This design comes from an exercise in tuning for small area, a short achievable clock period and few clock cycles on the open sky130 flow, not from production work. RTL that was checked went through simulation tests only; none was proved equivalent to the original. The RTL of runs 1, 2 and 5 was laid out without a check of its function. Power figures rest on the tool's default switching activity, not on a simulated workload.

==> design/flow/design.v <==
module sumedh_engine (
    input  wire        clk,
    input  wire        rst,           
    output wire        mem_valid,
    output wire        mem_we,
    output wire [15:0] mem_addr,
    output wire [15:0] mem_wdata,
    input  wire        mem_ready,
    input  wire [15:0] mem_rdata,
    output wire        halted,
    output wire        fault_valid,
    output wire [2:0]  fault_cause,
    output wire [15:0] fault_addr,
    output wire [15:0] fault_word,
    output wire [15:0] fault_info,
    output wire [15:0] pc_out,
    output wire [3:0]  flags,         
    input  wire [2:0]  dbg_sel,
    output wire [15:0] dbg_data
);
    localparam [2:0] F_UNKNOWN_OP = 3'd1,
                     F_PROTECTED  = 3'd2,
                     F_STACK_OVF  = 3'd3,
                     F_STACK_UNF  = 3'd4,
                     F_DIV_ZERO   = 3'd5,
                     F_BAD_REG    = 3'd6;
    reg [15:0] x0, x1, x2, x3, x4, x5, x6, x7;
    reg [15:0] IR;        
    reg        iv;        
    reg [15:0] P;         
    reg [15:0] FA;        
    reg        dv;        
    reg        wbv;       
    reg        wb_pc;     
    reg [2:0]  wb_dst;    
    reg        hlt;
    reg        fz, fn, fc, fv;
    reg        flt;
    reg [2:0]  cause;
    reg [15:0] R;         
    reg [3:0]  cnt;
    reg        md_busy;
    reg        md_div;
    function [15:0] rsel(input [2:0] i);
        case (i)
            3'd0: rsel = x0;
            3'd1: rsel = x1;
            3'd2: rsel = x2;
            3'd3: rsel = x3;
            3'd4: rsel = x4;
            3'd5: rsel = x5;
            3'd6: rsel = x6;
            default: rsel = x7;
        endcase
    endfunction
    function [3:0] msb16(input [15:0] v);
        integer k;
        begin
            msb16 = 4'd0;
            for (k = 1; k < 16; k = k + 1)
                if (v[k]) msb16 = k[3:0];
        end
    endfunction
    wire [3:0]  op  = IR[15:12];
    wire [2:0]  rd  = IR[11:9];
    wire [2:0]  rs  = IR[8:6];
    wire        imm = IR[0];
    wire is_hlt  = (op == 4'h0);
    wire is_add  = (op == 4'h1);
    wire is_mul  = (op == 4'h3);
    wire is_div  = (op == 4'h4);
    wire is_sh   = (op == 4'h8);
    wire is_ldst = (op == 4'hA) || (op == 4'hB);
    wire is_ld   = (op == 4'hA);
    wire is_st   = (op == 4'hB);
    wire is_stk  = (op == 4'hC);
    wire is_cmp  = (op == 4'hD);
    wire is_cr   = (op == 4'hF);
    wire is_alu  = (op == 4'h1) || (op == 4'h2) || (op == 4'h5) || (op == 4'h6) ||
                   (op == 4'h7) || (op == 4'h9);
    wire [1:0] smode  = IR[11:10];
    wire is_pop  = is_stk && (smode == 2'd1);
    wire is_push = is_stk && !smode[0];
    wire is_call = is_cr && !IR[11];
    wire is_ret  = is_cr && IR[11];
    wire stk_up  = is_pop || is_ret;            
    wire is_mem  = is_ldst || is_stk || is_cr;
    wire is_wr   = is_st || is_push || is_call;
    wire [2:0]  a_idx = hlt ? dbg_sel : rd;
    wire [2:0]  b_idx = is_stk ? IR[3:1] : (is_sh ? IR[5:3] : rs);
    wire [15:0] a_val = rsel(a_idx);
    wire [15:0] b_reg = rsel(b_idx);
    wire [15:0] sp    = x0;
    wire [15:0] b_val = (imm && !is_cmp) ? {8'd0, IR[8:1]} : b_reg;
    wire        sub    = !is_add;
    wire [16:0] as     = {1'b0, a_val} + {1'b0, sub ? ~b_val : b_val} + {16'd0, sub};
    wire        a_lt_b = !as[16];
    wire [3:0]  b_msb  = msb16(b_val);
    wire [3:0]  a_msb  = msb16(a_val);
    wire [3:0]  dv_sh  = b_msb + ~a_msb;        
    wire        div_same = !imm && (rs == rd);
    wire        b_le1  = (b_msb == 4'd0);       
    wire        div0   = b_le1 && !b_val[0];
    wire [15:0] sh_n   = imm ? {10'd0, IR[8:3]} : b_reg;
    wire        sh_big = !is_div && (|sh_n[15:4]);
    wire [3:0]  sh_k   = is_div ? dv_sh : sh_n[3:0];
    wire [1:0]  sh_m   = is_div ? 2'd0 : IR[2:1];
    wire [3:0]  ramt   = (sh_m == 2'd0) ? (4'd0 - sh_k) : sh_k;
    wire [15:0] rot1   = ramt[0] ? {a_val[0],     a_val[15:1]}  : a_val;
    wire [15:0] rot2   = ramt[1] ? {rot1[1:0],    rot1[15:2]}   : rot1;
    wire [15:0] rot4   = ramt[2] ? {rot2[3:0],    rot2[15:4]}   : rot2;
    wire [15:0] rot    = ramt[3] ? {rot4[7:0],    rot4[15:8]}   : rot4;
    wire [15:0] hm     = 16'hFFFF >> sh_k;
    reg  [15:0] lm;
    integer j;
    always @(*) for (j = 0; j < 16; j = j + 1) lm[j] = hm[15 - j];
    reg  [15:0] sh_res;
    always @(*) begin
        case (sh_m)
            2'd0: sh_res = sh_big ? 16'd0 : (rot & lm);
            2'd1: sh_res = sh_big ? 16'd0 : (rot & hm);
            2'd2: sh_res = sh_big ? {16{a_val[15]}} : ((rot & hm) | ({16{a_val[15]}} & ~hm));
            default: sh_res = rot;
        endcase
    end
    reg [15:0] alu_res;
    always @(*) begin
        case (op)
            4'h1, 4'h2: alu_res = as[15:0];
            4'h3:       alu_res = b_val[0] ? a_val : 16'd0;              
            4'h4:       alu_res = b_le1 ? a_val : {15'd0, div_same};      
            4'h5:       alu_res = a_val & b_val;
            4'h6:       alu_res = a_val | b_val;
            4'h7:       alu_res = a_val ^ b_val;
            4'h8:       alu_res = sh_res;
            default:    alu_res = b_val;                                 
        endcase
    end
    wire [15:0] agu_base = is_ldst ? b_reg : sp;
    wire [15:0] agu_off  = is_ldst ? {{10{IR[5]}}, IR[5:0]} : (stk_up ? 16'd1 : 16'hFFFF);
    wire [15:0] agu      = agu_base + agu_off;
    wire [15:0] d_addr   = (is_push || is_call) ? sp : agu;
    wire sp_ovf  = (sp[15:12] != 4'hF);
    wire sp_unf  = &sp;
    wire ea_prot = !agu[15] && (agu[14:8] != 7'd0);
    wire sh_bad  = !imm && (IR[8:6] != 3'd0);
    wire stk_bad = !smode[1] && (IR[9:4] != 6'd0);
    reg        e_flt;
    reg [2:0]  e_cause;
    always @(*) begin
        e_flt   = 1'b1;
        e_cause = F_BAD_REG;
        if (is_div && div0)
            e_cause = F_DIV_ZERO;
        else if (is_sh && sh_bad)
            e_cause = F_BAD_REG;
        else if (is_ldst && ea_prot)
            e_cause = F_PROTECTED;
        else if (is_stk && smode == 2'd3)
            e_cause = F_UNKNOWN_OP;
        else if (is_stk && stk_bad)
            e_cause = F_BAD_REG;
        else if ((is_push || is_call) && sp_ovf)
            e_cause = F_STACK_OVF;
        else if ((is_pop || is_ret) && sp_unf)
            e_cause = F_STACK_UNF;
        else
            e_flt = 1'b0;
    end
    reg [15:0] info;
    always @(*) begin
        case (cause)
            F_UNKNOWN_OP: info = 16'h000C;
            F_PROTECTED:  info = agu;
            F_STACK_OVF,
            F_STACK_UNF:  info = sp;
            F_BAD_REG:    info = is_sh ? {10'd0, IR[8:3]} : {7'd0, IR[9:1]};
            default:      info = 16'd0;
        endcase
    end
    wire        mbit  = b_val[cnt];
    wire [16:0] md_x  = {R, md_div & a_val[15]};
    wire [16:0] md_y  = md_div ? ~{1'b0, b_val} : {1'b0, (mbit ? a_val : 16'd0)};
    wire [17:0] md_s  = {1'b0, md_x} + {1'b0, md_y} + {17'd0, md_div};
    wire        md_ge = md_s[17];
    wire [15:0] md_r  = (md_div && !md_ge) ? md_x[15:0] : md_s[15:0];
    wire [15:0] md_q  = {a_val[14:0], md_ge};
    wire mul_slow = is_mul && !b_le1;
    wire div_slow = is_div && !b_le1 && !div_same && !a_lt_b;
    wire e_act   = iv && !wbv && !hlt;              
    wire e_halt  = e_act && !md_busy && (is_hlt || e_flt);
    wire e_mem   = e_act && is_mem && !e_flt;       
    wire e_memop = e_act && !md_busy && is_mem;
    wire e_setup = e_act && !md_busy && (mul_slow || div_slow);
    reg  e_done;                                    
    always @(*) begin
        if (!iv)
            e_done = !hlt;
        else if (!e_act || e_halt || e_setup)
            e_done = 1'b0;
        else if (md_busy)
            e_done = (cnt == 4'd0);
        else if (is_mem)
            e_done = mem_ready;
        else
            e_done = 1'b1;
    end
    wire cmp_now = e_act && is_cmp;
    wire nz = cmp_now ? (as[15:0] == 16'd0) : fz;
    wire nn = cmp_now ? as[15] : fn;
    wire nc = cmp_now ? a_lt_b : fc;
    wire nv = cmp_now ? ((a_val[15] != b_val[15]) && (as[15] != a_val[15])) : fv;
    wire [15:0] W    = mem_rdata;
    wire        w_br = (W[15:12] == 4'hE);
    reg         w_take;
    always @(*) begin
        case (W[11:9])
            3'd0: w_take = nz;
            3'd1: w_take = !nz;
            3'd2: w_take = !nn && !nz;
            3'd3: w_take = nn;
            3'd4: w_take = !nn || nz;
            3'd5: w_take = nn || nz;
            3'd6: w_take = 1'b1;
            default: w_take = 1'b0;
        endcase
    end
    wire w_stale = e_mem && is_wr && (d_addr == P);
    wire w_go    = dv && e_done && !(e_mem && (is_cr || w_stale));
    wire ld_ir   = w_go && !w_br;
    wire br_take = w_go && w_br && w_take;
    wire w_lost  = dv && !e_done && !e_halt;
    wire        e_call  = e_memop && is_call;
    wire [15:0] br_base = e_call ? P : FA;
    wire [15:0] br_off  = e_call ? {{5{IR[10]}}, IR[10:0]} : {{7{W[8]}}, W[8:0]};
    wire [15:0] br_tgt  = br_base + br_off;
    wire f_req = !hlt && !e_memop && !(wbv && wb_pc) && !(md_busy && cnt[3:1] != 3'd0);
    assign mem_valid = e_mem || f_req;
    assign mem_we    = e_memop && is_wr;
    assign mem_addr  = e_memop ? d_addr : FA;
    assign mem_wdata = is_st    ? a_val :
                       is_call  ? P :
                       smode[1] ? {7'd0, IR[9:1]} : b_reg;
    wire f_acc = f_req && mem_ready;
    assign halted      = hlt;
    assign fault_valid = flt;
    assign fault_cause = cause;
    assign fault_addr  = P - 16'd1;
    assign fault_word  = IR;
    assign fault_info  = info;
    assign pc_out      = P;
    assign flags       = {fz, fn, fc, fv};
    assign dbg_data    = a_val;
    reg        w_en;
    reg [2:0]  w_idx;
    reg [15:0] w_dat;
    always @(*) begin
        w_en  = 1'b0;
        w_idx = rd;
        w_dat = alu_res;
        if (wbv) begin
            w_en  = !wb_pc;
            w_idx = wb_dst;
            w_dat = mem_rdata;
        end else if (e_act && !e_halt) begin
            if (md_busy) begin
                w_en  = md_div || (cnt == 4'd0);
                w_dat = md_div ? md_q : md_r;
            end else if (is_mem) begin
                w_en  = (is_stk || is_cr) && mem_ready;
                w_idx = 3'd0;
                w_dat = agu;
            end else if (e_setup) begin
                w_en  = is_div;
                w_dat = sh_res;                        
            end else
                w_en  = is_alu || is_sh || is_mul || is_div;
        end
    end
    always @(posedge clk) begin
        if (rst) begin
            x0 <= 16'hFFFF;
            x1 <= 16'd0; x2 <= 16'd0; x3 <= 16'd0;
            x4 <= 16'd0; x5 <= 16'd0; x6 <= 16'd0; x7 <= 16'd0;
        end else if (w_en) begin
            case (w_idx)
                3'd0: x0 <= w_dat;
                3'd1: x1 <= w_dat;
                3'd2: x2 <= w_dat;
                3'd3: x3 <= w_dat;
                3'd4: x4 <= w_dat;
                3'd5: x5 <= w_dat;
                3'd6: x6 <= w_dat;
                default: x7 <= w_dat;
            endcase
        end
    end
    always @(posedge clk) begin
        wb_pc  <= is_cr;
        wb_dst <= is_ld ? rd : IR[3:1];
        if (ld_ir) begin
            IR <= W;
            P  <= FA;
        end
        if (e_halt)
            cause <= e_cause;
        if (!md_busy) begin
            md_div <= is_div;
            if (is_div) begin
                R   <= rot & ~lm;                      
                cnt <= a_msb - b_msb;
            end else begin
                R   <= a_val;
                cnt <= b_msb - 4'd1;
            end
        end else begin
            R   <= md_r;
            cnt <= cnt - 4'd1;
        end
    end
    always @(posedge clk) begin
        if (rst) begin
            iv      <= 1'b0;
            FA      <= 16'd0;
            dv      <= 1'b0;
            wbv     <= 1'b0;
            hlt     <= 1'b0;
            fz      <= 1'b0;
            fn      <= 1'b0;
            fc      <= 1'b0;
            fv      <= 1'b0;
            flt     <= 1'b0;
            md_busy <= 1'b0;
        end else begin
            if (cmp_now) begin
                fz <= nz;
                fn <= nn;
                fc <= nc;
                fv <= nv;
            end
            if (e_halt) begin
                hlt   <= 1'b1;
                flt   <= e_flt;
            end
            wbv <= e_mem && mem_ready && !is_wr;
            if (e_setup)
                md_busy <= 1'b1;
            else if (md_busy && !hlt && cnt == 4'd0)
                md_busy <= 1'b0;
            if (e_done || ld_ir)
                iv <= ld_ir;
            dv <= f_acc && !br_take && !e_setup;
            if (wbv && wb_pc)
                FA <= mem_rdata;
            else if (e_call && mem_ready)
                FA <= br_tgt;
            else if (e_setup || w_lost || (dv && w_stale && mem_ready))
                FA <= P;
            else if (br_take)
                FA <= br_tgt;
            else if (f_acc)
                FA <= FA + 16'd1;
        end
    end
endmodule
==> design/flow/run.sh <==
#!/bin/bash
# synth_recipe.tcl (not shown) runs the flow's synth.tcl, then flattens the netlist and writes it again
# the make line also repeats each setting of config.mk as NAME=value (left out here)
make -C /OpenROAD-flow-scripts/flow DESIGN_CONFIG=/design/flow/config.mk WORK_HOME=/design/flow/orfs CLKGATE_MAP_FILE= SYNTH_SCRIPT=/design/flow/synth_recipe.tcl finish
==> design/flow/config.mk <==
export PLATFORM = sky130hd
export DESIGN_NAME = sumedh_engine
export DESIGN_NICKNAME = sumedh_engine
export VERILOG_FILES = /design/flow/design.v
export SDC_FILE = /design/flow/constraint.sdc
export NUM_CORES = 4
export LEC_CHECK = 0
export CAP_MARGIN = 60
export CORE_MARGIN = 2
export CORE_UTILIZATION = 40
export SLEW_MARGIN = 60
==> design/flow/constraint.sdc <==
create_clock -name core_clock -period 36.0 [get_ports {clk}]
set_input_delay 7.2000 -clock core_clock [delete_from_list [all_inputs] [get_ports {clk}]]
set_output_delay 7.2000 -clock core_clock [all_outputs]
set_load 0.01 [all_outputs]
==> results of run 1 <==
per-stage QoR:
step	hold slack, ps	instance area [sq um]	worst slack, ps	power [mW]
2_1_floorplan	406	22300	19070	0.585
3_3_place_gp	444	24500	18130	0.785
3_5_place_dp	458	25100	18060	0.803
4_1_cts	465	26100	18050	1.09
5_1_grt	485	26200	18200	1.15
6_report	462	26200	18310	1.11
worst min path at each step:
stage | startpoint | to | slack [ps] | cells past startpoint
after floorplan | FA[6] | P[6] | 410 | 0
after global placement | fv | fv | 440 | 2
after detailed placement | fv | fv | 460 | 2
after CTS | fv | fv | 470 | 2
after global routing | fv | fv | 490 | 2
final | fv | fv | 460 | 2
power groups by stage:
stage / Clock [mW] / Sequential (mW) / Combinational [mW]
floorplan: 0 / 0.269 / 0.316
CTS: 0.288 / 0.274 / 0.527
global route: 0.296 / 0.275 / 0.575
finish: 0.286 / 0.275 / 0.551
global placement: 0 / 0.280 / 0.505
detailed placement: 0 / 0.279 / 0.524
worst max-delay path: stages:
cell and delay, ps:
clkdlybuf4s50_1 540, mux2i_2 90, buf_4 260, nor2_2 380
a22oi_1 170, a31oi_2 210, buf_4 290, clkinv_1 430
o22ai_1 290, clkdlybuf4s50_1 580
layer usage:
metal  share of wire, %  global-route usage [%]  vias to the layer above
met4                6.7                    23.6                        0
li1                   -                       -                    11426
met3                 10                    9.51                      413
met5                  0                       0                        -
met1                 40                    55.7                    12735
met2                 43                    65.3                     1699
layout by cell type (no fill, tap or decap), drive strengths merged, types with 31 or more instances in the layout:
master / n
xnor2: 81
and3: 34
o221ai: 31
a21oi: 230
o211ai: 33
o21a: 31
nor3: 64
mux2: 40
mux2i: 115
nand3: 128
dfxtp: 178
xor2: 43
o21ai: 280
clkbuf: 40
a22oi: 40
nand2: 423
a211oi: 33
edfxtp: 36
clkdlybuf4s50: 142
ha: 107
nor2: 225
a31oi: 58
buf: 147
inv: 110
flip-flops by register name, summed over array words and instances (netlist names), 3 cells and up:
signal  flops
cause       3
x2         16
IR         16
R          16
cnt         4
FA         16
x5         16
x7         16
x6         16
x3         16
x4         16
x0         16
P          16
x1         16
wb_dst      3
cell families (layout without fill, tap and decap cells):
logic type	count (synthesis)	after routing
AO/OA/AOI/OAI	1018	1018
other	0	1
buffers and inverters	356	453
XOR/XNOR	126	126
flip-flops	214	214
adder cells (fa/ha/maj)	114	114
multiplexers	166	166
AND/OR/NAND/NOR	1059	1059
area by class of cell:
type / instances / area (sq um)
Clock buffer: 39 / 792
Tap cell: 748 / 936
Antenna cell: 1 / 2.50
Fill cell: 5561 / 28900
Inverter: 111 / 419
Timing Repair Buffer: 290 / 2540
Sequential cell: 214 / 4650
Multi-Input combinational cell: 2483 / 16800
Clock inverter: 13 / 129
==> flow_summary_export.csv, run 1 <==
group,metric,value,unit
outcome,status,"no timing/DRC/antenna violations",
critical_path,worstSetupStartpoint,"dbg_sel[2]",
detailed_routing,drc,0,
sta,finClkSkew,17.3,ps
cts,ctsLongestPathBuffers,3,
cts,clkSlewWorstSetupHoldPaths,50,ps
logic_synthesis,yosysWarnings,1,
layout,nNetsFinal,3263,
floorplan,dieHeight,240,microns
sta,tightestPinTransition,652,ps
sta,hold_violations,0,
detailed_routing,drt-vias-per-instance,6.74,
logic_synthesis,synthSimpleGateAreaFrac,22.1,%
cts,numClockSinks,214,
critical_path,cp-start-kind,"primary input",
sta,setup_tns,0,ps
global_routing,grt_pass1_vias,24556,
layout,area_growth,17.8,%
floorplan,die_w,240,microns
critical_path,rrSetupSlack,25630,ps
logic_synthesis,synthTopCellsByArea,"dfxtp_1 (16%), nand2_1 (7.1%), ha_1 (6.0%)",
detailed_routing,first_iter_violations,3234,
cts,worstSkewPairLatency,590,ps
floorplan,fp-row-count,86,
logic_synthesis,async_reset_ff_share,0,%
cts,cts_tree,"yes",
global_routing,grt_pass1_wl,179,mm
logic_synthesis,synth-main-ff-cell,"dfxtp_1",
hold_path,worst_hold_path_type,"reg -> reg",
power_and_ir_drop,intPower,0.608,mW
layout,layout-drive-gt1-share,13.4,%
logic_synthesis,synth_compound_area_share,30.4,%
floorplan,io-pin-count,145,
critical_path,crit_end,"mem_wdata[15]",
logic_synthesis,synth.net_count,3188,
logic_synthesis,yosysMostFrequentCell,"nand2_1",
logic_synthesis,synth_top_family_by_area,"compound AO/OA/AOI/OAI gates",
sta,rsz0062_at_grt,"false",
cts,root_buffer,"clkbuf_16",
placement,port_buffers,144,
logic_synthesis,synth_cell_type_count,120,
power_and_ir_drop,ir_drop,41.9,uV
logic_synthesis,synth_mux_area_share,8.33,%
critical_path,worstSetupPathType,"in -> out",
critical_path,r2r_cells,33,
power_and_ir_drop,pwr-share-clk,25.7,%
logic_synthesis,syn_area,22300,sq um
detailed_routing,vias,26273,
sta,slew_headroom,55.3,%
power_and_ir_drop,p_comb_share,49.6,%
power_and_ir_drop,powerDensity,42.4,nW/um^2
critical_path,worstPathRequired,28800,ps
job,maxCapViolations,0,
global_routing,antenna_found_initial,2,
critical_path,timing.rr.end,"x5[5]",
placement,dp_hpwl,96.3,mm
cts,cts_resized,0,
detailed_routing,drt-total-wl,127,mm
power_and_ir_drop,pwr-share-seq,24.7,%
detailed_routing,post_drt_wl_per_cell,32.5,microns
logic_synthesis,seq_area_frac_synth,20.8,%
global_routing,grt_max_degree,82,
logic_synthesis,synth_edf_count,36,
cts,cts_buffers,28,
logic_synthesis,syn_avg_cell_area,7.30,sq um
logic_synthesis,yosys.area.top_type_share,16.0,%
critical_path,crit_arrival,10490,ps
sta,setup_viol,0,
sta,period_minus_slack,17690,ps
floorplan,start_util,40.4,%
sta,finalMaxSlewViolations,0,
sta,timing.final.crit_share,49.1,%
critical_path,crit_path_end_kind,"primary output",
global_routing,grt.total_usage,42.8,%
layout,final_cells,3899,
layout,fin_util,47.6,%
placement,dp.cells,3839,
logic_synthesis,yosys.area.top_type,"dfxtp_1",
detailed_routing,drt_pass1_iterations,7,
cts,htreeDepth,1,
detailed_routing,drt.antenna.violating_nets,0,
critical_path,reg2reg_from,"IR[13]",
power_and_ir_drop,p_sw_share,45.3,%
placement,place_congestion,1.03,
power_and_ir_drop,leakage,10.2,nW
sta,fmax,56.5,MHz
logic_synthesis,synthXorXnorAreaFrac,5.08,%
logic_synthesis,ys_ff_latch,214,
floorplan,die_area,57600,sq um
logic_synthesis,synth_cells,3053,
floorplan,core,55100,sq um
cts,cts_setup_buffers,0,
global_routing,grt_overflow,0,
logic_synthesis,synthTopCellsByCount,"nand2_1 (422), o21ai_0 (236), a21oi_1 (225)",
cts,holdBufCountCts,0,
power_and_ir_drop,p_sw,0.503,mW
logic_synthesis,synthAdderAreaFrac,6.59,%
critical_path,path_max_fanout,22,
==> run 2: changes to the inputs <==
--- a/design/flow/config.mk
+++ b/design/flow/config.mk
@@ -7,5 +7,5 @@
 export LEC_CHECK = 0
-export CAP_MARGIN = 60
+export CAP_MARGIN = 20
 export CORE_MARGIN = 2
 export CORE_UTILIZATION = 40
-export SLEW_MARGIN = 60
+export SLEW_MARGIN = 20
==> flow_summary_export.csv, run 2 <==
group,metric,value,unit
outcome,status,"no timing/DRC/antenna violations",
layout,area_growth,14.3,%
layout,layout-drive-gt1-share,9.86,%
detailed_routing,wl_met1,50.5,mm
cts,root_buffer,"clkbuf_16",
logic_synthesis,synth_cell_type_count,120,
detailed_routing,drt-vias-per-instance,6.81,
layout,final_common_cell,"nand2_1",
logic_synthesis,yosysMostFrequentCell,"nand2_1",
critical_path,cp-start-kind,"primary input",
logic_synthesis,yosys.area.top_type,"dfxtp_1",
logic_synthesis,yosysWarnings,1,
logic_synthesis,ys_ff_latch,214,
floorplan,die_area,57600,sq um
sta,period_minus_slack,18010,ps
hold_path,worst_hold_path_type,"reg -> reg",
cts,worstSkewPairLatency,620,ps
power_and_ir_drop,leakage,9.91,nW
critical_path,crit_path_end_kind,"primary output",
job,maxCapViolations,0,
sta,finalMaxSlewViolations,0,
logic_synthesis,syn_avg_cell_area,7.30,sq um
layout,nNetsFinal,3227,
critical_path,crit_top_cell,"clkdlybuf4s50_1",
sta,setup_tns,0,ps
logic_synthesis,seq_area_frac_synth,20.8,%
global_routing,grt_overflow,0,
global_routing,grt.total_usage,42.6,%
logic_synthesis,async_reset_ff_share,0,%
logic_synthesis,synth-main-ff-cell,"dfxtp_1",
logic_synthesis,synthXorXnorAreaFrac,5.08,%
placement,dp.cells,3809,
sta,setup_viol,0,
detailed_routing,drt_pass1_iterations,6,
sta,timing.final.crit_share,50.0,%
detailed_routing,vias,26309,
detailed_routing,met2_length,53.9,mm
cts,clkSlewWorstSetupHoldPaths,50,ps
placement,port_buffers,144,
critical_path,worstSetupPathType,"in -> out",
detailed_routing,first_iter_violations,3671,
cts,cts_setup_buffers,0,
detailed_routing,drc,0,
logic_synthesis,synthTopCellsByArea,"dfxtp_1 (16%), nand2_1 (7.1%), ha_1 (6.0%)",
layout,final_cells,3864,
power_and_ir_drop,powerDensity,42.8,nW/um^2
power_and_ir_drop,finalPower,1.09,mW
layout,final_cell_mix,"nand2_1 (422), o21ai_0 (235), a21oi_1 (225)",
logic_synthesis,synth_compound_area_share,30.4,%
global_routing,grt_pass1_wl,177,mm
floorplan,die_w,240,microns
logic_synthesis,synth_edf_count,36,
floorplan,io-pin-count,145,
floorplan,start_util,40.4,%
global_routing,grt_max_degree,82,
detailed_routing,route.met3.wl,13.6,mm
logic_synthesis,syn_area,22300,sq um
global_routing,antenna_found_initial,3,
critical_path,path_cells,"clkdlybuf4s50_1 > mux2_2 > nor2_1 > a22oi_1 > a31oi_2 > buf_4 > clkinv_1 > o22ai_1 > clkdlybuf4s50_1",
sta,tightestPinTransition,1170,ps
critical_path,crit_slowest_cell,"clkdlybuf4s50_1",
logic_synthesis,synthTopCellsByCount,"nand2_1 (422), o21ai_0 (236), a21oi_1 (225)",
logic_synthesis,synth_cells,3053,
detailed_routing,drt.antenna.violating_nets,0,
critical_path,worstPathRequired,28800,ps
cts,holdBufCountCts,0,
detailed_routing,drt-total-wl,126,mm
cts,cts_resized,0,
placement,dp_hpwl,95.5,mm
cts,htreeDepth,1,
logic_synthesis,synth_mux_area_share,8.33,%
floorplan,dieHeight,240,microns
floorplan,core,55100,sq um
logic_synthesis,synth.net_count,3188,
logic_synthesis,yosys.area.top_type_share,16.0,%
critical_path,max_stage_delay,580,ps
cts,cts_tree,"yes",
cts,numClockSinks,214,
power_and_ir_drop,ir_drop,35.5,uV
cts,ctsLongestPathBuffers,3,
placement,place_congestion,1.03,
detailed_routing,top_layer,"met4",
sta,fmax,55.5,MHz
logic_synthesis,synth_top_family_by_area,"compound AO/OA/AOI/OAI gates",
sta,hold_violations,0,
sta,finClkSkew,42.4,ps
critical_path,path_max_fanout,22,
global_routing,grt_pass1_vias,24349,
sta,hold_ws,454,ps
logic_synthesis,synthAdderAreaFrac,6.59,%
cts,cts_buffers,28,
sta,slew_headroom,21.8,%
floorplan,fp-row-count,86,
sta,rsz0062_at_grt,"false",
critical_path,crit_arrival,10810,ps
detailed_routing,post_drt_wl_per_cell,32.7,microns
logic_synthesis,synthSimpleGateAreaFrac,22.1,%
==> run 2: cell counts after synthesis <==
Identical to the previous run, type by type.
==> run 2: power by group <==
group | internal [mW] | switching (mW)
Combinational | 0.180 | 0.351
Clock | 0.155 | 0.128
Sequential | 0.255 | 0.0211
Total | 0.590 | 0.500
==> run 2: path summary, 6_finish.rpt <==
check                                start       endpoint  slack [ps]  cells past startpoint
worst min register to register          fv             fv         450                      2
worst max-delay path            dbg_sel[1]  mem_wdata[15]       17990                      9
worst max register to register      IR[13]          x1[5]       24380                     30
worst min-delay path                    fv             fv         450                      2
==> run 2: critical path, delay by kind of cell <==
family | cells | cell delay (ps)
buf+inv | 4 | 1820
compound gates | 3 | 690
mux | 1 | 530
simple gates | 1 | 520
==> run 2: final cells by class <==
type / instances / area, sq um
well taps: 748 / 936
fillers: 5629 / 29600
inverters: 111 / 417
multi-input cells: 2483 / 16300
repair buffers: 254 / 2280
clock inverters: 19 / 146
diodes: 2 / 5.00
clock buffers: 33 / 769
flip-flops and latches: 214 / 4640
==> run 2: logic make-up (layout without fill, tap and decap cells) <==
group | Yosys count | count (layout)
other | 0 | 2
buffers and inverters | 356 | 417
and+or+nand+nor | 1059 | 1059
adders and majority gates | 114 | 114
muxes | 166 | 166
AOI/OAI and AO/OA | 1018 | 1018
DFF | 214 | 214
xor gates and xnor gates | 126 | 126
==> run 2: through the flow <==
stage,worst slack (ps),utilization [%],instance area [sq um]
floorplan,19070,-,22300
global placement,18130,44.4,24500
detailed placement,18080,44.5,24500
CTS,18080,46.1,25400
global route,17860,46.2,25500
finish,17990,46.2,25500
==> run 2: routing by layer <==
metal,vias to the layer above,GRT usage (%)
li1,11351,-
met1,12759,55.1
met2,1779,64.4
met3,420,10.4
met4,0,24.3
met5,-,0
==> run 3: changes to the inputs <==
--- a/design/flow/design.v
+++ b/design/flow/design.v
@@ -43,13 +43,47 @@
     reg        md_div;
-    function [15:0] rsel(input [2:0] i);
-        case (i)
-            3'd0: rsel = x0;
-            3'd1: rsel = x1;
-            3'd2: rsel = x2;
-            3'd3: rsel = x3;
-            3'd4: rsel = x4;
-            3'd5: rsel = x5;
-            3'd6: rsel = x6;
-            default: rsel = x7;
-        endcase
+    function [16:0] add16(input [15:0] a, input [15:0] b, input ci);
+        integer i;
+        reg c;
+        begin
+            c = ci;
+            for (i = 0; i < 16; i = i + 1) begin
+                add16[i] = a[i] ^ b[i] ^ c;
+                c = (a[i] & b[i]) | (a[i] & c) | (b[i] & c);
+            end
+            add16[16] = c;
+        end
+    endfunction
+    function [15:0] csa16(input [15:0] a, input [15:0] b);
+        reg [8:0]  lo;
+        reg [8:0]  h0, h1;
+        begin
+            lo = add8(a[7:0], b[7:0], 1'b0);
+            h0 = add8(a[15:8], b[15:8], 1'b0);
+            h1 = add8(a[15:8], b[15:8], 1'b1);
+            csa16 = {lo[8] ? h1[7:0] : h0[7:0], lo[7:0]};
+        end
+    endfunction
+    function [8:0] add8(input [7:0] a, input [7:0] b, input ci);
+        integer i;
+        reg c;
+        begin
+            c = ci;
+            for (i = 0; i < 8; i = i + 1) begin
+                add8[i] = a[i] ^ b[i] ^ c;
+                c = (a[i] & b[i]) | (a[i] & c) | (b[i] & c);
+            end
+            add8[8] = c;
+        end
+    endfunction
+    function [17:0] add17(input [16:0] a, input [16:0] b, input ci);
+        integer i;
+        reg c;
+        begin
+            c = ci;
+            for (i = 0; i < 17; i = i + 1) begin
+                add17[i] = a[i] ^ b[i] ^ c;
+                c = (a[i] & b[i]) | (a[i] & c) | (b[i] & c);
+            end
+            add17[17] = c;
+        end
     endfunction
@@ -88,6 +122,41 @@
     wire is_wr   = is_st || is_push || is_call;
-    wire [2:0]  a_idx = hlt ? dbg_sel : rd;
+    wire [2:0]  a_idx = rd;
     wire [2:0]  b_idx = is_stk ? IR[3:1] : (is_sh ? IR[5:3] : rs);
-    wire [15:0] a_val = rsel(a_idx);
-    wire [15:0] b_reg = rsel(b_idx);
+    reg  [15:0] a_val, b_reg, d_val;
+    always @(*) begin
+        case (dbg_sel)
+            3'd0: d_val = x0;
+            3'd1: d_val = x1;
+            3'd2: d_val = x2;
+            3'd3: d_val = x3;
+            3'd4: d_val = x4;
+            3'd5: d_val = x5;
+            3'd6: d_val = x6;
+            default: d_val = x7;
+        endcase
+    end
+    always @(*) begin
+        case (a_idx)
+            3'd0: a_val = x0;
+            3'd1: a_val = x1;
+            3'd2: a_val = x2;
+            3'd3: a_val = x3;
+            3'd4: a_val = x4;
+            3'd5: a_val = x5;
+            3'd6: a_val = x6;
+            default: a_val = x7;
+        endcase
+    end
+    always @(*) begin
+        case (b_idx)
+            3'd0: b_reg = x0;
+            3'd1: b_reg = x1;
+            3'd2: b_reg = x2;
+            3'd3: b_reg = x3;
+            3'd4: b_reg = x4;
+            3'd5: b_reg = x5;
+            3'd6: b_reg = x6;
+            default: b_reg = x7;
+        endcase
+    end
     wire [15:0] sp    = x0;
@@ -95,3 +164,3 @@
     wire        sub    = !is_add;
-    wire [16:0] as     = {1'b0, a_val} + {1'b0, sub ? ~b_val : b_val} + {16'd0, sub};
+    wire [16:0] as     = add16(a_val, sub ? ~b_val : b_val, sub);
     wire        a_lt_b = !as[16];
@@ -113,5 +182,4 @@
     wire [15:0] hm     = 16'hFFFF >> sh_k;
-    reg  [15:0] lm;
-    integer j;
-    always @(*) for (j = 0; j < 16; j = j + 1) lm[j] = hm[15 - j];
+    wire [15:0] lm     = {hm[0], hm[1], hm[2],  hm[3],  hm[4],  hm[5],  hm[6],  hm[7],
+                          hm[8], hm[9], hm[10], hm[11], hm[12], hm[13], hm[14], hm[15]};
     reg  [15:0] sh_res;
@@ -140,3 +208,3 @@
     wire [15:0] agu_off  = is_ldst ? {{10{IR[5]}}, IR[5:0]} : (stk_up ? 16'd1 : 16'hFFFF);
-    wire [15:0] agu      = agu_base + agu_off;
+    wire [15:0] agu      = csa16(agu_base, agu_off);   
     wire [15:0] d_addr   = (is_push || is_call) ? sp : agu;
@@ -180,6 +248,27 @@
     end
-    wire        mbit  = b_val[cnt];
-    wire [16:0] md_x  = {R, md_div & a_val[15]};
-    wire [16:0] md_y  = md_div ? ~{1'b0, b_val} : {1'b0, (mbit ? a_val : 16'd0)};
-    wire [17:0] md_s  = {1'b0, md_x} + {1'b0, md_y} + {17'd0, md_div};
+    wire [3:0]  mul_t = {1'b0, b_msb[3:1]} + {3'd0, b_msb[0]};    
+    wire [3:0]  bd_i  = md_busy ? cnt : mul_t;
+    wire [18:0] bx    = {2'b00, b_val, 1'b0};
+    reg  [2:0]  bw;
+    always @(*) begin
+        case (bd_i)
+            4'd0: bw = bx[2:0];
+            4'd1: bw = bx[4:2];
+            4'd2: bw = bx[6:4];
+            4'd3: bw = bx[8:6];
+            4'd4: bw = bx[10:8];
+            4'd5: bw = bx[12:10];
+            4'd6: bw = bx[14:12];
+            4'd7: bw = bx[16:14];
+            default: bw = bx[18:16];
+        endcase
+    end
+    wire        bd_neg = bw[2] && !(bw[1] && bw[0]);
+    wire        bd_two = (bw[2] && !bw[1] && !bw[0]) || (!bw[2] && bw[1] && bw[0]);
+    wire        bd_one = bw[1] ^ bw[0];
+    wire [15:0] pp_mag = bd_two ? {a_val[14:0], 1'b0} : (bd_one ? a_val : 16'd0);
+    wire [15:0] pp     = bd_neg ? ~pp_mag : pp_mag;
+    wire [16:0] md_x  = md_div ? {R, a_val[15]} : {1'b0, R[13:0], 2'b00};
+    wire [16:0] md_y  = md_div ? ~{1'b0, b_val} : {1'b0, pp};
+    wire [17:0] md_s  = add17(md_x, md_y, md_div || bd_neg);
     wire        md_ge = md_s[17];
@@ -235,3 +324,4 @@
     wire [15:0] br_off  = e_call ? {{5{IR[10]}}, IR[10:0]} : {{7{W[8]}}, W[8:0]};
-    wire [15:0] br_tgt  = br_base + br_off;
+    wire [16:0] br_s    = add16(br_base, br_off, 1'b0);
+    wire [15:0] br_tgt  = br_s[15:0];
     wire f_req = !hlt && !e_memop && !(wbv && wb_pc) && !(md_busy && cnt[3:1] != 3'd0);
@@ -244,2 +334,4 @@
     wire f_acc = f_req && mem_ready;
+    wire [16:0] pm1 = add16(P, 16'hFFFF, 1'b0);
+    wire [16:0] fa1 = add16(FA, 16'd0, 1'b1);
     assign halted      = hlt;
@@ -247,3 +339,3 @@
     assign fault_cause = cause;
-    assign fault_addr  = P - 16'd1;
+    assign fault_addr  = pm1[15:0];
     assign fault_word  = IR;
@@ -252,3 +344,3 @@
     assign flags       = {fz, fn, fc, fv};
-    assign dbg_data    = a_val;
+    assign dbg_data    = d_val;
     reg        w_en;
@@ -312,4 +404,4 @@
             end else begin
-                R   <= a_val;
-                cnt <= b_msb - 4'd1;
+                R   <= pp;                             
+                cnt <= mul_t - 4'd1;
             end
@@ -361,3 +453,3 @@
             else if (f_acc)
-                FA <= FA + 16'd1;
+                FA <= fa1[15:0];
         end
==> design/flow/flow/run.sh (new file) <==
#!/bin/bash
# The standard layout (the standard.sh, unchanged synthesis and steps),
# with the port buffers made from buf_2 cells instead of the default choice.
set -euo pipefail
export BUFFER_PORTS_ARGS="-buffer_cell sky130_fd_sc_hd__buf_2"
bash standard.sh > standard_flow.log 2>&1
==> design/flow/standard.sh (new file) <==
#!/bin/bash
# synth_recipe.tcl (not shown) runs the flow's synth.tcl, then flattens the netlist and writes it again
# the make line also repeats each setting of config.mk as NAME=value (left out here)
make -C /OpenROAD-flow-scripts/flow DESIGN_CONFIG=/design/flow/config.mk WORK_HOME=/design/flow/orfs CLKGATE_MAP_FILE= SYNTH_SCRIPT=/design/flow/synth_recipe.tcl "${@:-finish}"
--- a/design/flow/config.mk
+++ b/design/flow/config.mk
@@ -7,2 +7,3 @@
 export LEC_CHECK = 0
+export ABC_AREA = 1
 export CAP_MARGIN = 20
removed: design/flow/run.sh
==> flow_summary_export.csv, run 3 <==
group,metric,value,unit
outcome,status,"no timing/DRC/antenna violations",
placement,dp_slack,19770,ps
critical_path,path_max_fanout,16,
layout,final_common_cell,"nand2_1",
hold_path,worst_hold_path_type,"reg -> reg",
floorplan,io-pin-count,145,
critical_path,cp_top_family,"compound AO/OA/AOI/OAI gates",
hold_path,hold_depth,2,
critical_path,crit_arrival,9170,ps
detailed_routing,drt_pass1_iterations,7,
floorplan,fp-row-count,86,
detailed_routing,drt.antenna.violating_nets,0,
logic_synthesis,ys_ff_latch,214,
global_routing,grt.total_usage,37.4,%
sta,setup_viol,0,
cts,cts_tree,"yes",
global_routing,grt_overflow,0,
power_and_ir_drop,leakage,11.1,nW
detailed_routing,drt-vias-per-instance,6.04,
logic_synthesis,yosysMostFrequentCell,"nand2_1",
logic_synthesis,syn_avg_cell_area,6.29,sq um
logic_synthesis,async_reset_ff_share,0,%
critical_path,crit_slowest_cell,"nand3_1",
layout,layout-drive-gt1-share,11.8,%
sta,finalWorstSetupSlack,19630,ps
sta,timing.final.crit_share,45.5,%
critical_path,worstSetupPathType,"in -> out",
critical_path,max_stage_delay,660,ps
power_and_ir_drop,powerDensity,47.5,nW/um^2
power_and_ir_drop,ir_drop,42.1,uV
critical_path,worstPathRequired,28800,ps
cts,cts_resized,0,
cts,htreeDepth,1,
placement,place_congestion,1.02,
placement,dp_hpwl,82.1,mm
global_routing,grt_pass1_wl,159,mm
detailed_routing,post_drt_wl_per_cell,25.2,microns
detailed_routing,first_iter_violations,4208,
sta,finClkSkew,61.7,ps
cts,clkSlewWorstSetupHoldPaths,60,ps
logic_synthesis,synthTopCellsByArea,"dfxtp_1 (16%), nand2_1 (15%), o21ai_0 (8.0%)",
logic_synthesis,syn_area,22200,sq um
floorplan,dieHeight,239,microns
critical_path,crit_path_end_kind,"primary output",
layout,nNetsFinal,3748,
logic_synthesis,synth_cell_type_count,79,
critical_path,cp-start-kind,"primary input",
sta,setup_tns,0,ps
layout,final_cells,4361,
layout,n_fill_cell,5926,
floorplan,die_area,57300,sq um
sta,rsz0062_at_grt,"false",
placement,port_buffers,144,
critical_path,cp_num_cells,7,
placement,dp.cells,4307,
global_routing,antenna_found_initial,3,
logic_synthesis,seq_area_frac_synth,21.0,%
cts,holdBufCountCts,0,
global_routing,grt_max_degree,71,
critical_path,crit_buf_inv,3,
cts,cts_buffers,28,
critical_path,rrSetupSlack,19790,ps
sta,fmax,61.1,MHz
sta,tightestPinTransition,1270,ps
layout,final_cell_mix,"nand2_1 (874), inv_1 (416), o21ai_0 (354)",
floorplan,core,55000,sq um
sta,finalMaxSlewViolations,0,
sta,period_minus_slack,16370,ps
cts,ctsLongestPathBuffers,3,
logic_synthesis,synth_cells,3527,
cts,worstSkewPairLatency,630,ps
detailed_routing,drc,0,
detailed_routing,vias,26327,
global_routing,grt_pass1_vias,23641,
layout,area_growth,10.3,%
detailed_routing,drt-total-wl,110,mm
floorplan,start_util,40.3,%
logic_synthesis,yosys.area.top_type,"dfxtp_1",
logic_synthesis,yosys.area.top_type_share,16.1,%
critical_path,r2r_cells,71,
critical_path,path_cells,"buf_2 > inv_1 > nand3_1 > o22ai_1 > a2111oi_0 > o21ai_0 > buf_2",
cts,root_buffer,"clkbuf_16",
logic_synthesis,synthTopCellsByCount,"nand2_1 (874), inv_1 (417), o21ai_0 (354)",
sta,hold_violations,0,
cts,numClockSinks,214,
cts,cts_setup_buffers,0,
job,maxCapViolations,0,
sta,slew_headroom,13.4,%
critical_path,crit_top_cell,"buf_2",
logic_synthesis,synth_edf_count,36,
floorplan,die_w,239,microns
logic_synthesis,synth-main-ff-cell,"dfxtp_1",
logic_synthesis,synth.net_count,3686,
logic_synthesis,yosysWarnings,1,
## run 3: changes by cell type in the layout (fill, tap and decap cells not counted), sizes merged, moves of 69 or more
cell / change
clkdlybuf4s50: -143
o22ai: +89
o21ai: +160
mux2i: -113
inv: +346
buf: +89
nor2: +117
xnor2: -69
nand2: +494
## run 3: power by group
| part | switching (mW) | internal, mW | leakage, nW |
|---|---|---|---|
| sequential | 0.0177 | 0.264 | 1.79 |
| combinational | 0.396 | 0.172 | 8.84 |
| clock | 0.127 | 0.185 | 0.504 |
| total | 0.541 | 0.621 | 11.1 |
## run 3: metrics by stage
step | total power [mW] | hold slack (ps) | cell area [sq um] | utilization, %
2_1_floorplan | 0.667 | 456 | 22200 | -
3_3_place_gp | 0.834 | 483 | 23400 | 42.6
3_5_place_dp | 0.834 | 488 | 23400 | 42.6
4_1_cts | 1.14 | 496 | 24400 | 44.5
5_1_grt | 1.23 | 512 | 24400 | 44.5
6_report | 1.16 | 489 | 24500 | 44.5
## run 3: layer usage
metal	vias up	part of all wire [%]	routed length (microns)	global-route usage [%]
met1	12176	40	44100	50.4
met5	-	0.026	29	0
met4	4	7.2	7910	21.9
li1	11939	-	-	-
met3	413	12	13000	8.23
met2	1795	41	45000	54.6
## run 3: cells by family (layout without fill, tap and decap cells)
| kind of cell | after synthesis | after routing | share of synthesized area [%] |
|---|---|---|---|
| DFF | 214 | 214 | 21.0 |
| adders and majority gates | 137 | 137 | 9.49 |
| and+or+nand+nor | 1567 | 1567 | 31.2 |
| other | 0 | 3 | 0 |
| AOI/OAI and AO/OA | 923 | 923 | 24.5 |
| buffers and inverters | 636 | 719 | 11.7 |
| muxes | 2 | 2 | 0.0903 |
| xor gates and xnor gates | 48 | 48 | 2.02 |
## run 3: layout make-up
class | instances | area [sq um] | share of cell area (%)
sequential | 214 | 4640 | 19.0
inverter | 468 | 1770 | 7.22
timing repair buffer | 200 | 1140 | 4.67
multi-input combinational | 2677 | 14900 | 61.1
clock buffer | 41 | 883 | 3.61
tap | 748 | 936 | 3.83
clock inverter | 10 | 138 | 0.563
antenna | 3 | 7.51 | 0.0307
## run 3: worst register-to-register path, delay by kind of cell, from the launching register on
kind,cells,cell delay [ps]
and+or+nand+nor,25,3910
AOI/OAI and AO/OA,14,2300
adders and majority gates,18,7280
buffers and inverters,14,2100
DFF,1,500
## run 3: final timing paths
| kind | start | end |
|---|---|---|
| worst max-delay path | dbg_sel[2] | dbg_data[1] |
| worst max register to register | IR[13] | x0[7] |
| worst min register to register | flt | flt |
| worst min-delay path | flt | flt |
Testbench counts of run 3, summed over its fixed seeds: cycles 108,425.
==> run 4: changes to the inputs <==
==> design/flow/run.sh (new file) <==
#!/bin/bash
# synth_recipe.tcl (not shown) runs the flow's synth.tcl, then flattens the netlist and writes it again
# the make line also repeats each setting of config.mk as NAME=value (left out here)
make -C /OpenROAD-flow-scripts/flow DESIGN_CONFIG=/design/flow/config.mk WORK_HOME=/design/flow/orfs CLKGATE_MAP_FILE= SYNTH_SCRIPT=/design/flow/synth_recipe.tcl finish
removed: design/flow/flow/run.sh
removed: design/flow/standard.sh
==> flow_summary_export.csv, run 4 <==
group,metric,value,unit
outcome,status,"no timing/DRC/antenna violations",
floorplan,die_w,239,microns
hold_path,hold_depth,0,
sta,finalMaxSlewViolations,0,
critical_path,r2r_cells,71,
sta,timing.final.crit_share,48.0,%
sta,setup_tns,0,ps
critical_path,reg2reg_from,"IR[13]",
logic_synthesis,synthTopCellsByArea,"dfxtp_1 (16%), nand2_1 (15%), o21ai_0 (8.0%)",
logic_synthesis,async_reset_ff_share,0,%
floorplan,dieHeight,239,microns
logic_synthesis,synthTopCellsByCount,"nand2_1 (874), inv_1 (417), o21ai_0 (354)",
job,maxCapViolations,0,
cts,ctsLongestPathBuffers,3,
power_and_ir_drop,leakage,11.0,nW
cts,cts_tree,"yes",
hold_path,worst_hold_path_type,"reg -> reg",
cts,root_buffer,"clkbuf_16",
critical_path,worstPathRequired,28800,ps
hold_path,worstHoldStart,"FA[9]",
critical_path,path_max_fanout,16,
layout,final_common_cell,"nand2_1",
sta,tightestPinTransition,1200,ps
cts,holdBufCountCts,0,
cts,htreeDepth,1,
logic_synthesis,yosysMostFrequentCell,"nand2_1",
logic_synthesis,syn_area,22200,sq um
logic_synthesis,seq_area_frac_synth,21.0,%
detailed_routing,drt-total-wl,109,mm
detailed_routing,drc,0,
logic_synthesis,yosys.area.top_type,"dfxtp_1",
floorplan,core,55000,sq um
critical_path,crit_path_end_kind,"primary output",
sta,fmax,57.9,MHz
critical_path,worstSetupPathType,"in -> out",
layout,nNetsFinal,3745,
placement,port_buffers,144,
sta,slew_headroom,18.0,%
sta,setup_viol,0,
critical_path,rrSetupSlack,19390,ps
detailed_routing,first_iter_violations,4123,
logic_synthesis,synth_edf_count,36,
floorplan,fp-row-count,86,
global_routing,grt_max_degree,116,
cts,numClockSinks,214,
hold_path,min_to,"P[9]",
sta,period_minus_slack,17280,ps
cts,cts_resized,0,
detailed_routing,drt-vias-per-instance,6.07,
logic_synthesis,syn_avg_cell_area,6.29,sq um
floorplan,io-pin-count,145,
layout,fin_util,45.7,%
layout,area_growth,13.3,%
sta,finalWorstSetupSlack,18720,ps
placement,place_congestion,1.05,
logic_synthesis,ys_ff_latch,214,
cts,cts_buffers,28,
critical_path,crit_arrival,10080,ps
layout,layout-drive-gt1-share,7.76,%
sta,hold_violations,0,
layout,final_cell_mix,"nand2_1 (874), inv_1 (416), o21ai_0 (353)",
detailed_routing,vias,26472,
floorplan,start_util,40.3,%
logic_synthesis,synth_cells,3527,
power_and_ir_drop,ir_drop,42.9,uV
logic_synthesis,yosys.area.top_type_share,16.1,%
cts,clkSlewWorstSetupHoldPaths,60,ps
global_routing,grt.total_usage,37.2,%
detailed_routing,drt_pass1_iterations,6,
logic_synthesis,synth_cell_type_count,79,
global_routing,grt_overflow,0,
critical_path,timing.rr.end,"x7[7]",
cts,cts_setup_buffers,0,
critical_path,cp-start-kind,"primary input",
placement,dp_hpwl,81.1,mm
power_and_ir_drop,powerDensity,46.2,nW/um^2
global_routing,antenna_found_initial,6,
sta,finClkSkew,52.9,ps
detailed_routing,drt.antenna.violating_nets,0,
logic_synthesis,synth.net_count,3686,
logic_synthesis,synth-main-ff-cell,"dfxtp_1",
floorplan,die_area,57300,sq um
global_routing,grt_pass1_wl,159,mm
detailed_routing,post_drt_wl_per_cell,25.1,microns
cts,worstSkewPairLatency,630,ps
logic_synthesis,yosysWarnings,1,
global_routing,grt_pass1_vias,23798,
sta,rsz0062_at_grt,"false",
placement,dp_slack,18870,ps
-- run 4: worst max path at each step --
stage	start	endpoint	slack (ps)
floorplan	dbg_sel[1]	dbg_data[0]	20450
global placement	dbg_sel[2]	dbg_data[1]	18940
detailed placement	dbg_sel[2]	dbg_data[1]	18870
CTS	dbg_sel[2]	dbg_data[1]	18850
global route	IR[13]	x7[7]	18210
finish	dbg_sel[2]	dbg_data[1]	18720
-- run 4: cell type report --
type	instances	area [sq um]
fill	5925	29900
inverter	468	1770
multi-input combinational	2677	14900
sequential	214	4640
antenna	6	15.0
clock inverter	8	76.3
timing repair buffer	197	1840
tap	748	936
clock buffer	42	897
-- run 4: cell families after synthesis --
| group | share of synthesized area [%] |
|---|---|
| and+or+nand+nor | 31.2 |
| DFF | 21.0 |
| buffers and inverters | 11.7 |
| muxes | 0.0903 |
| adders and majority gates | 9.49 |
| xor gates and xnor gates | 2.02 |
| AOI/OAI and AO/OA | 24.5 |
-- run 4: layer usage --
| layer | part of all wire (%) | track usage (%) | vias to the layer above |
|---|---|---|---|
| li1 | - | - | 11931 |
| met1 | 40 | 49.5 | 12270 |
| met2 | 41 | 54.8 | 1840 |
| met3 | 11 | 8.10 | 427 |
| met4 | 7.5 | 22.9 | 4 |
| met5 | 0.053 | 0 | - |
-- run 4: metrics by stage --
step | instances | hold WS [ps] | power (mW) | cell area, sq um
3_3_place_gp | 4304 | 491 | 0.841 | 24100
3_5_place_dp | 4304 | 483 | 0.844 | 24100
6_report | 4360 | 502 | 1.16 | 25100
5_1_grt | 4354 | 517 | 1.23 | 25100
2_1_floorplan | 3527 | 456 | 0.667 | 22200
4_1_cts | 4354 | 498 | 1.14 | 25100
-- run 4: where the power goes --
group	internal (mW)	total (mW)	switching, mW
logic	0.185	0.580	0.395
clock network	0.172	0.299	0.126
registers	0.264	0.281	0.0178
total	0.620	1.16	0.539
-- run 4: worst max-delay path, cell delays in order --
cell and delay (ps):
clkdlybuf4s50_1 720, inv_1 150, nand3_1 650, o22ai_1 180, a2111oi_0 470, o21ai_0 190
clkdlybuf4s50_1 520
==> run 5: changes to the inputs <==
--- a/design/flow/design.v
+++ b/design/flow/design.v
@@ -29,3 +29,2 @@
     reg        iv;        
-    reg [15:0] P;         
     reg [15:0] FA;        
@@ -97,2 +96,4 @@
     endfunction
+    wire [16:0] p_s = add16(FA, {16{dv}}, 1'b0);
+    wire [15:0] P   = p_s[15:0];
     wire [3:0]  op  = IR[15:12];
@@ -197,4 +198,3 @@
             4'h1, 4'h2: alu_res = as[15:0];
-            4'h3:       alu_res = b_val[0] ? a_val : 16'd0;              
-            4'h4:       alu_res = b_le1 ? a_val : {15'd0, div_same};      
+            4'h4:       alu_res = {15'd0, div_same};                      
             4'h5:       alu_res = a_val & b_val;
@@ -248,3 +248,3 @@
     end
-    wire [3:0]  mul_t = {1'b0, b_msb[3:1]} + {3'd0, b_msb[0]};    
+    wire [3:0]  mul_t = {1'b0, b_msb[3:1]} + {3'd0, b_msb[0] | (b_msb[3:1] == 3'd0)};
     wire [3:0]  bd_i  = md_busy ? cnt : mul_t;
@@ -276,4 +276,4 @@
     wire [15:0] md_q  = {a_val[14:0], md_ge};
-    wire mul_slow = is_mul && !b_le1;
-    wire div_slow = is_div && !b_le1 && !div_same && !a_lt_b;
+    wire mul_slow = is_mul;
+    wire div_slow = is_div && !div0 && !div_same && !a_lt_b;
     wire e_act   = iv && !wbv && !hlt;              
@@ -334,3 +334,3 @@
     wire f_acc = f_req && mem_ready;
-    wire [16:0] pm1 = add16(P, 16'hFFFF, 1'b0);
+    wire [16:0] pm1 = add16(FA, {15'h7FFF, ~dv}, 1'b0);    
     wire [16:0] fa1 = add16(FA, 16'd0, 1'b1);
@@ -368,3 +368,3 @@
             end else
-                w_en  = is_alu || is_sh || is_mul || is_div;
+                w_en  = is_alu || is_sh || is_div;
         end
@@ -392,6 +392,4 @@
         wb_dst <= is_ld ? rd : IR[3:1];
-        if (ld_ir) begin
+        if (ld_ir)
             IR <= W;
-            P  <= FA;
-        end
         if (e_halt)
@@ -443,4 +441,7 @@
                 iv <= ld_ir;
-            dv <= f_acc && !br_take && !e_setup;
-            if (wbv && wb_pc)
+            if (!e_halt)
+                dv <= f_acc && !br_take && !e_setup;
+            if (e_halt)
+                ;
+            else if (wbv && wb_pc)
                 FA <= mem_rdata;
==> design/flow/flow/run.sh (new file) <==
#!/bin/bash
# The standard layout (the standard.sh, unchanged synthesis and steps),
# with the port buffers made from buf_2 cells instead of the default choice.
set -euo pipefail
export BUFFER_PORTS_ARGS="-buffer_cell sky130_fd_sc_hd__buf_2"
bash standard.sh > standard_flow.log 2>&1
==> design/flow/standard.sh (new file) <==
#!/bin/bash
# synth_recipe.tcl (not shown) runs the flow's synth.tcl, then flattens the netlist and writes it again
# the make line also repeats each setting of config.mk as NAME=value (left out here)
make -C /OpenROAD-flow-scripts/flow DESIGN_CONFIG=/design/flow/config.mk WORK_HOME=/design/flow/orfs CLKGATE_MAP_FILE= SYNTH_SCRIPT=/design/flow/synth_recipe.tcl "${@:-finish}"
removed: design/flow/run.sh
==> flow_summary_export.csv, run 5 <==
group,metric,value,unit
cts,root_buffer,"clkbuf_16",
power_and_ir_drop,leakage,10.2,nW
sta,hold_violations,0,
cts,cts_resized,0,
cts,cts_tree,"yes",
detailed_routing,drc,0,
power_and_ir_drop,ir_drop,38.9,uV
floorplan,fp-row-count,84,
global_routing,grt_max_degree,91,
logic_synthesis,seq_area_frac_synth,19.8,%
cts,ctsLongestPathBuffers,2,
detailed_routing,drt_pass1_iterations,9,
critical_path,max_stage_delay,620,ps
critical_path,worstSetupPathType,"reg -> out",
logic_synthesis,ys_ff_latch,198,
logic_synthesis,syn_avg_cell_area,6.34,sq um
sta,fmax,61.4,MHz
cts,cts_buffers,17,
placement,place_congestion,1.05,
sta,setup_viol,0,
sta,finalWorstSetupSlack,19730,ps
floorplan,core,52300,sq um
sta,setup_tns,0,ps
cts,holdBufCountCts,0,
logic_synthesis,synthTopCellsByCount,"nand2_1 (719), inv_1 (397), o21ai_0 (362)",
sta,finClkSkew,15.3,ps
global_routing,grt_pass1_vias,22367,
global_routing,antenna_found_initial,3,
detailed_routing,drt-total-wl,106,mm
global_routing,grt_pass1_wl,153,mm
critical_path,cp-start-kind,"flip-flop",
cts,clkSlewWorstSetupHoldPaths,90,ps
critical_path,worstPathRequired,28800,ps
layout,n_fill_cell,5689,
sta,finalMaxSlewViolations,0,
logic_synthesis,yosysMostFrequentCell,"nand2_1",
outcome,status,"no timing/DRC/antenna violations",
layout,layout-drive-gt1-share,12.0,%
detailed_routing,post_drt_wl_per_cell,26.1,microns
job,maxCapViolations,0,
sta,period_minus_slack,16270,ps
critical_path,path_max_fanout,16,
hold_path,worst_hold_path_type,"reg -> reg",
logic_synthesis,synth-main-ff-cell,"dfxtp_1",
placement,port_buffers,144,
floorplan,dieHeight,233,microns
power_and_ir_drop,powerDensity,54.0,nW/um^2
critical_path,crit_path_end_kind,"primary output",
floorplan,start_util,40.2,%
logic_synthesis,async_reset_ff_share,0,%
layout,fin_util,43.7,%
floorplan,die_area,54500,sq um
layout,stdcell_area,22900,sq um
logic_synthesis,syn_area,21100,sq um
detailed_routing,first_iter_violations,3876,
global_routing,grt.total_usage,38.3,%
floorplan,die_w,233,microns
sta,slew_headroom,12.9,%
sta,tightestPinTransition,1290,ps
placement,dp.cells,4044,
global_routing,grt_overflow,0,
logic_synthesis,synth_cells,3321,
power_and_ir_drop,finalPower,1.24,mW
floorplan,io-pin-count,145,
placement,dp_slack,19850,ps
logic_synthesis,synth_edf_count,20,
cts,htreeDepth,4,
critical_path,crit_slowest_cell,"a31oi_1",
logic_synthesis,synthTopCellsByArea,"dfxtp_1 (17%), nand2_1 (13%), o21ai_0 (8.6%)",
detailed_routing,drt.antenna.violating_nets,0,
layout,final_cell_mix,"nand2_1 (719), inv_1 (396), o21ai_0 (355)",
cts,numClockSinks,198,
layout,final_cells,4076,
critical_path,crit_arrival,9070,ps
critical_path,rrSetupSlack,20500,ps
detailed_routing,vias,25035,
layout,nNetsFinal,3547,
logic_synthesis,yosysWarnings,1,
logic_synthesis,yosys.area.top_type,"dfxtp_1",
cts,cts_setup_buffers,0,
layout,area_growth,8.67,%
sta,hold_ws,495,ps
placement,placed_area,22300,sq um
layout,final_common_cell,"nand2_1",
critical_path,crit_top_cell,"nand2_1",
sta,rsz0062_at_grt,"false",
logic_synthesis,yosys.area.top_type_share,16.9,%
cts,worstSkewPairLatency,530,ps
logic_synthesis,synth.net_count,3493,
detailed_routing,drt-vias-per-instance,6.14,
sta,timing.final.crit_share,45.2,%
logic_synthesis,synth_cell_type_count,79,
placement,dp_hpwl,80.6,mm
-- run 5: power by group --
group / leakage (nW) / internal, mW / total, mW / switching, mW
logic: 8.27 / 0.245 / 0.768 / 0.523
clock network: 0.277 / 0.0936 / 0.206 / 0.113
registers: 1.63 / 0.244 / 0.262 / 0.0179
-- run 5: layout make-up --
class                           count  area [sq um]  share of cell area (%)
Clock inverter                     13           140                   0.612
Timing Repair Buffer              209          1210                    5.28
Multi-Input combinational cell   2499         14400                    62.8
Antenna cell                        1          2.50                  0.0109
Sequential cell                   198          4160                    18.2
Inverter                          450          1700                    7.41
Clock buffer                       18           439                    1.92
Tap cell                          688           861                    3.76
-- run 5: critical path: cells and delay by family, from the launching register on --
family	cells	cell delay, ps
simple gates	19	3130
compound gates	5	1230
buf+inv	7	780
fa+ha+maj	8	2820
flops	1	550
-- run 5: path summary, 6_finish.rpt --
path,end,cells past startpoint,startpoint
hold / removal,flt,2,flt
setup / recovery,mem_valid,39,IR[15]
hold reg to reg,flt,2,flt
setup reg to reg,x6[15],67,IR[13]
-- run 5: metal layers --
| layer | up-vias | part of all wire, % | GRT usage (%) |
|---|---|---|---|
| li1 | 11365 | - | - |
| met4 | 6 | 6.5 | 20.7 |
| met3 | 381 | 12 | 10.5 |
| met2 | 1747 | 41 | 55.9 |
| met5 | - | 0.091 | 0 |
| met1 | 11536 | 40 | 50.9 |
-- run 5: cell families (layout without fill, tap and decap cells) --
logic type | Yosys count | after routing | synth area share, %
other | 0 | 1 | 0
XOR/XNOR | 51 | 51 | 2.19
AND/OR/NAND/NOR | 1262 | 1262 | 26.3
flip-flops | 198 | 198 | 19.8
buffers and inverters | 624 | 690 | 12.1
adder cells (fa/ha/maj) | 150 | 150 | 11.2
AO/OA/AOI/OAI | 1033 | 1033 | 28.2
multiplexers | 3 | 3 | 0.148
==> run 6: changes to the inputs <==
--- a/design/flow/design.v
+++ b/design/flow/design.v
@@ -441,5 +441,5 @@
                 iv <= ld_ir;
-            if (!e_halt)
+            if (!e_halt && !hlt)
                 dv <= f_acc && !br_take && !e_setup;
-            if (e_halt)
+            if (e_halt || hlt)
                 ;
==> flow_summary_export.csv, run 6 <==
group,metric,value,unit
outcome,status,"no timing/DRC/antenna violations",
sta,slew_headroom,21.0,%
logic_synthesis,syn_avg_cell_area,6.44,sq um
detailed_routing,drt_pass1_iterations,8,
cts,root_buffer,"clkbuf_16",
sta,setup_viol,0,
sta,finalWorstSetupSlack,19620,ps
detailed_routing,vias,24481,
power_and_ir_drop,leakage,10.3,nW
logic_synthesis,synth-main-ff-cell,"dfxtp_1",
critical_path,rrSetupSlack,20290,ps
layout,nNetsFinal,3499,
placement,dp_slack,19740,ps
logic_synthesis,synth_cell_type_count,72,
placement,port_buffers,144,
sta,period_minus_slack,16380,ps
critical_path,worstSetupPathType,"in -> out",
logic_synthesis,synthTopCellsByArea,"dfxtp_1 (17%), nand2_1 (12%), o21ai_0 (7.6%)",
sta,hold_violations,0,
global_routing,grt_pass1_vias,21901,
layout,layout-drive-gt1-share,12.1,%
floorplan,dieHeight,234,microns
cts,cts_setup_buffers,0,
critical_path,worstPathRequired,28800,ps
global_routing,grt_overflow,0,
placement,dp.cells,3995,
logic_synthesis,syn_area,21200,sq um
power_and_ir_drop,powerDensity,54.4,nW/um^2
detailed_routing,drt-total-wl,101,mm
cts,htreeDepth,4,
logic_synthesis,synthTopCellsByCount,"nand2_1 (696), inv_1 (413), o21ai_0 (320)",
layout,area_growth,8.51,%
cts,worstSkewPairLatency,520,ps
sta,fmax,61.0,MHz
detailed_routing,drt-vias-per-instance,6.08,
floorplan,core,52400,sq um
logic_synthesis,seq_area_frac_synth,19.7,%
critical_path,crit_arrival,9180,ps
global_routing,antenna_found_initial,3,
detailed_routing,post_drt_wl_per_cell,25.0,microns
floorplan,die_w,234,microns
logic_synthesis,synth.net_count,3457,
sta,tightestPinTransition,1180,ps
floorplan,io-pin-count,145,
logic_synthesis,async_reset_ff_share,0,%
power_and_ir_drop,ir_drop,51.5,uV
critical_path,cp_top_family,"compound AO/OA/AOI/OAI gates",
sta,finClkSkew,22.1,ps
layout,final_common_cell,"nand2_1",
critical_path,crit_buf_inv,3,
cts,holdBufCountCts,0,
floorplan,die_area,54800,sq um
detailed_routing,first_iter_violations,3661,
sta,finalMaxSlewViolations,0,
logic_synthesis,yosysMostFrequentCell,"nand2_1",
logic_synthesis,yosysWarnings,1,
cts,cts_buffers,17,
logic_synthesis,synth_cells,3285,
cts,clkSlewWorstSetupHoldPaths,70,ps
detailed_routing,drc,0,
placement,dp_hpwl,77.2,mm
critical_path,cp-start-kind,"primary input",
sta,rsz0062_at_grt,"false",
sta,setup_tns,0,ps
logic_synthesis,synth_edf_count,20,
global_routing,grt_max_degree,109,
global_routing,grt.total_usage,36.5,%
layout,final_cell_mix,"nand2_1 (696), inv_1 (413), o21ai_0 (318)",
detailed_routing,drt.antenna.violating_nets,0,
critical_path,crit_slowest_cell,"nand3_1",
global_routing,grt_pass1_wl,147,mm
placement,place_congestion,1.03,
hold_path,worst_hold_path_type,"reg -> reg",
logic_synthesis,yosys.area.top_type,"dfxtp_1",
sta,timing.final.crit_share,45.5,%
cts,numClockSinks,198,
floorplan,start_util,40.3,%
floorplan,fp-row-count,84,
critical_path,crit_path_end_kind,"primary output",
critical_path,path_cells,"buf_2 > inv_1 > nand3_1 > o22ai_1 > a21oi_1 > o211ai_1 > buf_2",
critical_path,max_stage_delay,640,ps
critical_path,path_max_fanout,20,
cts,cts_resized,0,
layout,final_cells,4029,
critical_path,crit_top_cell,"buf_2",
cts,ctsLongestPathBuffers,2,
logic_synthesis,ys_ff_latch,198,
job,maxCapViolations,0,
logic_synthesis,yosys.area.top_type_share,16.8,%
cts,cts_tree,"yes",
[run 6: layer usage]
layer / wire [microns] / GRT usage [%]
met1: 40700 / 49.2
met2: 42100 / 53.4
met3: 11300 / 7.32
met4: 6670 / 21.7
met5: 9 / 0
[run 6: per-stage QoR]
stage                     power (mW)  instance area (sq um)  hold slack [ps]  utilization (%)
after floorplan                0.797                  21200              445                -
after CTS                       1.24                  22900              466             43.7
after detailed placement        1.01                  22300              456             42.5
after global routing            1.35                  23000              482             43.8
after global placement          1.01                  22300              456             42.5
final                           1.25                  23000              469             43.8
[run 6: path summary, 6_finish.rpt]
kind,from,end,cells past startpoint
max,dbg_sel[2],dbg_data[1],7
min,flt,flt,2
max reg2reg,IR[13],x0[1],70
min reg2reg,flt,flt,2
[run 6: power by group]
part | switching, mW | internal (mW) | total [mW]
clock network | 0.112 | 0.111 | 0.223
logic | 0.521 | 0.245 | 0.766
registers | 0.0164 | 0.244 | 0.261
total | 0.649 | 0.600 | 1.25
[run 6: kinds of logic after synthesis]
logic type / after synthesis / share of synthesized area, %
and+or+nand+nor: 1220 / 25.9
xor gates and xnor gates: 60 / 2.63
DFF: 198 / 19.7
muxes: 5 / 0.248
buffers and inverters: 629 / 12.1
adders and majority gates: 150 / 11.2
AOI/OAI and AO/OA: 1023 / 28.3
[run 6: worst min-delay path, stage by stage, from the launching register on]
cell and delay, ps:
dfxtp_1 320, nand2_1 60, a21oi_1 50
[run 6: cell type report]
class | instances | area (sq um)
diodes | 1 | 2.50
clock buffers | 18 | 450
clock inverters | 14 | 203
fillers | 5664 | 29500
inverters | 457 | 1720
multi-input cells | 2458 | 14400
flip-flops and latches | 198 | 4160
well taps | 688 | 861
repair buffers | 195 | 1110
Testbench counts of run 6, summed over its fixed seeds: cycles 108,425.

## static timing again, ports no longer ideal
Ports are ideal in the flow. The routed layouts listed here were re-timed in OpenROAD. Step 1 (the two cells are an assumption about what drives the block):
set clk [get_ports {clk}]
set_driving_cell -lib_cell sky130_fd_sc_hd__clkbuf_16 $clk
set_driving_cell -lib_cell sky130_fd_sc_hd__buf_2 [delete_from_list [all_inputs] $clk]
Step 2 moves the port delays by t, midway between the first and last clock arrival at a register: inputs arrive t later, outputs are due t later. That takes back most of the time a late clock gives input paths. Three values: ideal ports, drivers, drivers and shift; two values: the first two.
run | t (ns) | setup slack, ns | worst setup path at the end | worst slew at a driven data input, ns | pins driven straight from the clock port
run 1 | 0.646 | 18.307 / 18.285 / 18.285 | input to output | 0.04 | 1
run 2 | 0.659 | 17.994 / 17.973 / 17.973 | input to output | 0.04 | 1
run 3 | 0.668 | 19.626 / 19.606 / 19.606 | input to output | 0.05 | 1
run 4 | 0.673 | 18.723 / 18.699 / 18.699 | input to output | 0.03 | 1
run 5 | 0.579 | 19.726 / 19.666 / 19.742 | input to output | 0.04 | 1
run 6 | 0.576 | 19.619 / 19.596 / 19.596 | input to output | 0.04 | 1
After both steps every run listed still meets setup and hold. For run 4, which loses most, drivers alone change the setup slack by -0.024 ns; drivers and shift together by -0.024 ns.
